This is an optimization exercise on Yosys and OpenROAD, whose aim is a short achievable clock period and few clock cycles per item, not a production implementation. The RTL was checked by simulation tests, not by an equivalence proof against the original design. Power figures rest on the tool's default switching activity, not on a simulated workload.

// sp8_core
module sp8_core (
    input  wire        clk,
    input  wire        rst,           
    output reg  [15:0] bus_addr,
    output reg  [7:0]  bus_wdata,
    output reg         mem_we,
    output reg         disp_we,
    output reg         io_we,
    input  wire [7:0]  mem_rdata,
    output reg         retire,
    output reg  [2:0]  cost,
    output reg         halted,
    output reg         faulted,
    output reg  [7:0]  fault_op,
    output wire [15:0] pc,
    output wire [7:0]  sp,
    output wire [7:0]  a,
    output wire [7:0]  x,
    output wire [7:0]  y,
    output wire [7:0]  p
);
Settings: LEC_CHECK=0, CAP_MARGIN=20, CORE_MARGIN=2, CORE_UTILIZATION=40, PLACE_DENSITY=0.6, SETUP_SLACK_MARGIN=2.5, SLEW_MARGIN=20, TNS_END_PERCENT=10; clock period 5.0 ns.
run.sh (not shown) runs the stock make flow with config.mk's settings and CLKGATE_MAP_FILE= SYNTH_SCRIPT=/design/flow/synth_recipe.tcl, a recipe that flattens the netlist after the stock synthesis.
The first run went through all stages and came out clean.
Testbench counts at the start, summed over its fixed seeds: cycles 116,046, instrs 42,223.
Change:
--- a/flow/design.v
+++ b/flow/design.v
@@ -67,27 +67,36 @@
     wire d_sbc  = (b == OP_SBC_IMM);
     wire d_inc  = (b == OP_INC_ZP);
     wire d_cmp  = (b == OP_CMP_IMM);
     wire d_bne  = (b == OP_BNE);
     wire d_sec  = (b == OP_SEC);
     wire d_hlt  = (b == OP_HLT);
     wire d_multi = d_ldai | d_ldaz | d_staz | d_staa | d_adc | d_sbc |
                    d_inc | d_cmp | d_bne;
     wire       alu_sub = i_sbc | i_cmp;
     wire [7:0] alu_b   = alu_sub ? ~b : b;
     wire       alu_cin = i_cmp ? 1'b1 : flag_c;
-    wire [8:0] alu_sum = {1'b0, a_r} + {1'b0, alu_b} + {8'd0, alu_cin};
+    wire [8:0] alu_s0  = {1'b0, a_r} + {1'b0, alu_b};
+    wire [8:0] alu_s1  = {1'b0, a_r} + {1'b0, alu_b} + 9'd1;
+    wire [8:0] alu_sum = alu_cin ? alu_s1 : alu_s0;
+    wire [7:0] alu_p   = a_r ^ alu_b;
+    wire       alu_z   = (&(alu_p[7:1] ~^ (a_r[6:0] | alu_b[6:0]))) && (alu_p[0] == alu_cin);
     wire [7:0] alu_r   = alu_sum[7:0];
     wire       alu_v   = (a_r[7] == alu_b[7]) && (alu_r[7] != a_r[7]);
-    wire [15:0] ria1 = ria + 16'd1;
-    wire [15:0] br_target = ria1 + {{8{b[7]}}, b};
+    reg  [15:0] ria1;
+    wire [7:0]  r1h  = ria1[15:8];
+    wire [7:0]  r1hp = r1h + 8'd1;
+    wire [7:0]  r1hm = r1h - 8'd1;
+    wire [8:0]  br_lo = {1'b0, ria1[7:0]} + {1'b0, b};
+    wire [7:0]  br_hi = (br_lo[8] == b[7]) ? r1h : br_lo[8] ? r1hp : r1hm;
+    wire [15:0] br_target = {br_hi, br_lo[7:0]};
     wire [7:0]  inc_val = b + 8'd1;
     wire haz = mem_we && ((bus_addr == pc_r) || ((rt == T_IB) && (bus_addr == ria)));
     wire ib   = (rt == T_IB) && !stopped && !haz;
     wire dat  = (rt == T_DATA) && !stopped;
     wire opc  = ib && (ds == D_OPC);
     wire op1  = ib && (ds == D_OP1);
     wire op2  = ib && (ds == D_OP2);
     wire replay_pend = opc && !d_multi && (bt == T_DATA);
     wire br_taken = op1 && i_bne && !flag_z;
     wire stop_now = opc && !d_multi && !replay_pend && !d_sec;
     always @(posedge clk) begin
@@ -155,23 +164,24 @@
                 fa       <= pc_r;
                 bt       <= T_IB;
             end else begin
                 bus_addr <= fa + 16'd1;
                 fa       <= fa + 16'd1;
                 bt       <= T_IB;
             end
             if ((bt == T_IB) && (stopped || stop_now || br_taken || replay_pend || haz))
                 rt <= T_NONE;
             else
                 rt <= bt;
-            ria <= bus_addr;
+            ria  <= bus_addr;
+            ria1 <= bus_addr + 16'd1;
             retire <= 1'b0;
             if (haz)
                 ds <= D_OPC;
             if (opc) begin
                 if (replay_pend) begin
                 end else if (d_multi) begin
                     ds     <= d_staa ? D_OP1 : D_OP1;
                     i_ldai <= d_ldai;
                     i_ldaz <= d_ldaz;
                     i_staz <= d_staz;
                     i_staa <= d_staa;
@@ -200,31 +210,31 @@
                     a_r    <= b;
                     flag_z <= (b == 8'h00);
                     flag_n <= b[7];
                     retire <= 1'b1;
                     cost   <= 3'd2;
                     pc_r   <= ria1;
                 end
                 if (i_adc || i_sbc) begin
                     a_r    <= alu_r;
                     flag_c <= alu_sum[8];
                     flag_v <= alu_v;
-                    flag_z <= (alu_r == 8'h00);
+                    flag_z <= alu_z;
                     flag_n <= alu_r[7];
                     retire <= 1'b1;
                     cost   <= 3'd2;
                     pc_r   <= ria1;
                 end
                 if (i_cmp) begin
                     flag_c <= alu_sum[8];
-                    flag_z <= (alu_r == 8'h00);
+                    flag_z <= alu_z;
                     flag_n <= alu_r[7];
                     retire <= 1'b1;
                     cost   <= 3'd2;
                     pc_r   <= ria1;
                 end
                 if (i_ldaz || i_inc) begin
                     pend_inc <= i_inc;
                     zaddr    <= b;
                     pc_pend  <= ria1;
                 end
                 if (i_staz) begin
@@ -249,24 +259,24 @@
             end
             if (op2) begin
                 ds     <= D_OPC;
                 retire <= 1'b1;
                 cost   <= 3'd4;
                 pc_r   <= ria1;
             end
             if (dat) begin
                 retire <= 1'b1;
                 pc_r   <= pc_pend;
                 if (pend_inc) begin
-                    flag_z <= (inc_val == 8'h00);
-                    flag_n <= inc_val[7];
+                    flag_z <= (b == 8'hFF);
+                    flag_n <= b[7] ^ (&b[6:0]);
                     cost   <= 3'd5;
                 end else begin
                     a_r    <= b;
                     flag_z <= (b == 8'h00);
                     flag_n <= b[7];
                     cost   <= 3'd3;
                 end
             end
             if (rt == T_VLO)
                 lo <= b;
         end
After rerunning:
- sequential power climbs by about 10%
- setup slack loses 0.44 ns
- power climbs by 4.4%
- via count stays flat
- count of clock-buffer cells in the layout drops by 1
- global-route usage drops by 3.2 points
- register-to-register slack loses 0.31 ns
- clock skew is about the same
- wire length drops by 1.9%
- final area climbs by 0.96%
Testbench counts after the change, summed over its fixed seeds: cycles 116,046, instrs 42,223.

[afterwards: timing with drivers on the ports]
No port has a modelled driver above. Below, the same layouts with a new extraction and two added sets of constraints.
Step 1 assumes that a clkbuf_16 drives the clock port and a buf_2 every other input.
Step 2 adds t to the input delays and takes it off the output delays; t is the mean of the earliest and latest rising clock arrival at the registers after step 1. Input paths then give back, and output paths get back, about the clock's delay inside the block.
Three values: no drivers, after step 1, after step 2; two values: the first two.
| run | shift t [ns] | setup slack, ns | hold slack, ns | worst setup path after step 2 |
|---|---|---|---|---|
| the first run | 0.481 | 1.748 / 1.773 / 1.292 | 0.480 / 0.480 / 0.480 | input to register |
| the second run | 0.482 | 1.310 / 1.299 / 0.817 | 0.497 / 0.497 / 0.497 | input to register |
After both steps every run listed still meets setup and hold. The setup slack of the second run, which loses most, moves by -0.011 ns with the drivers and by -0.493 ns with both steps.
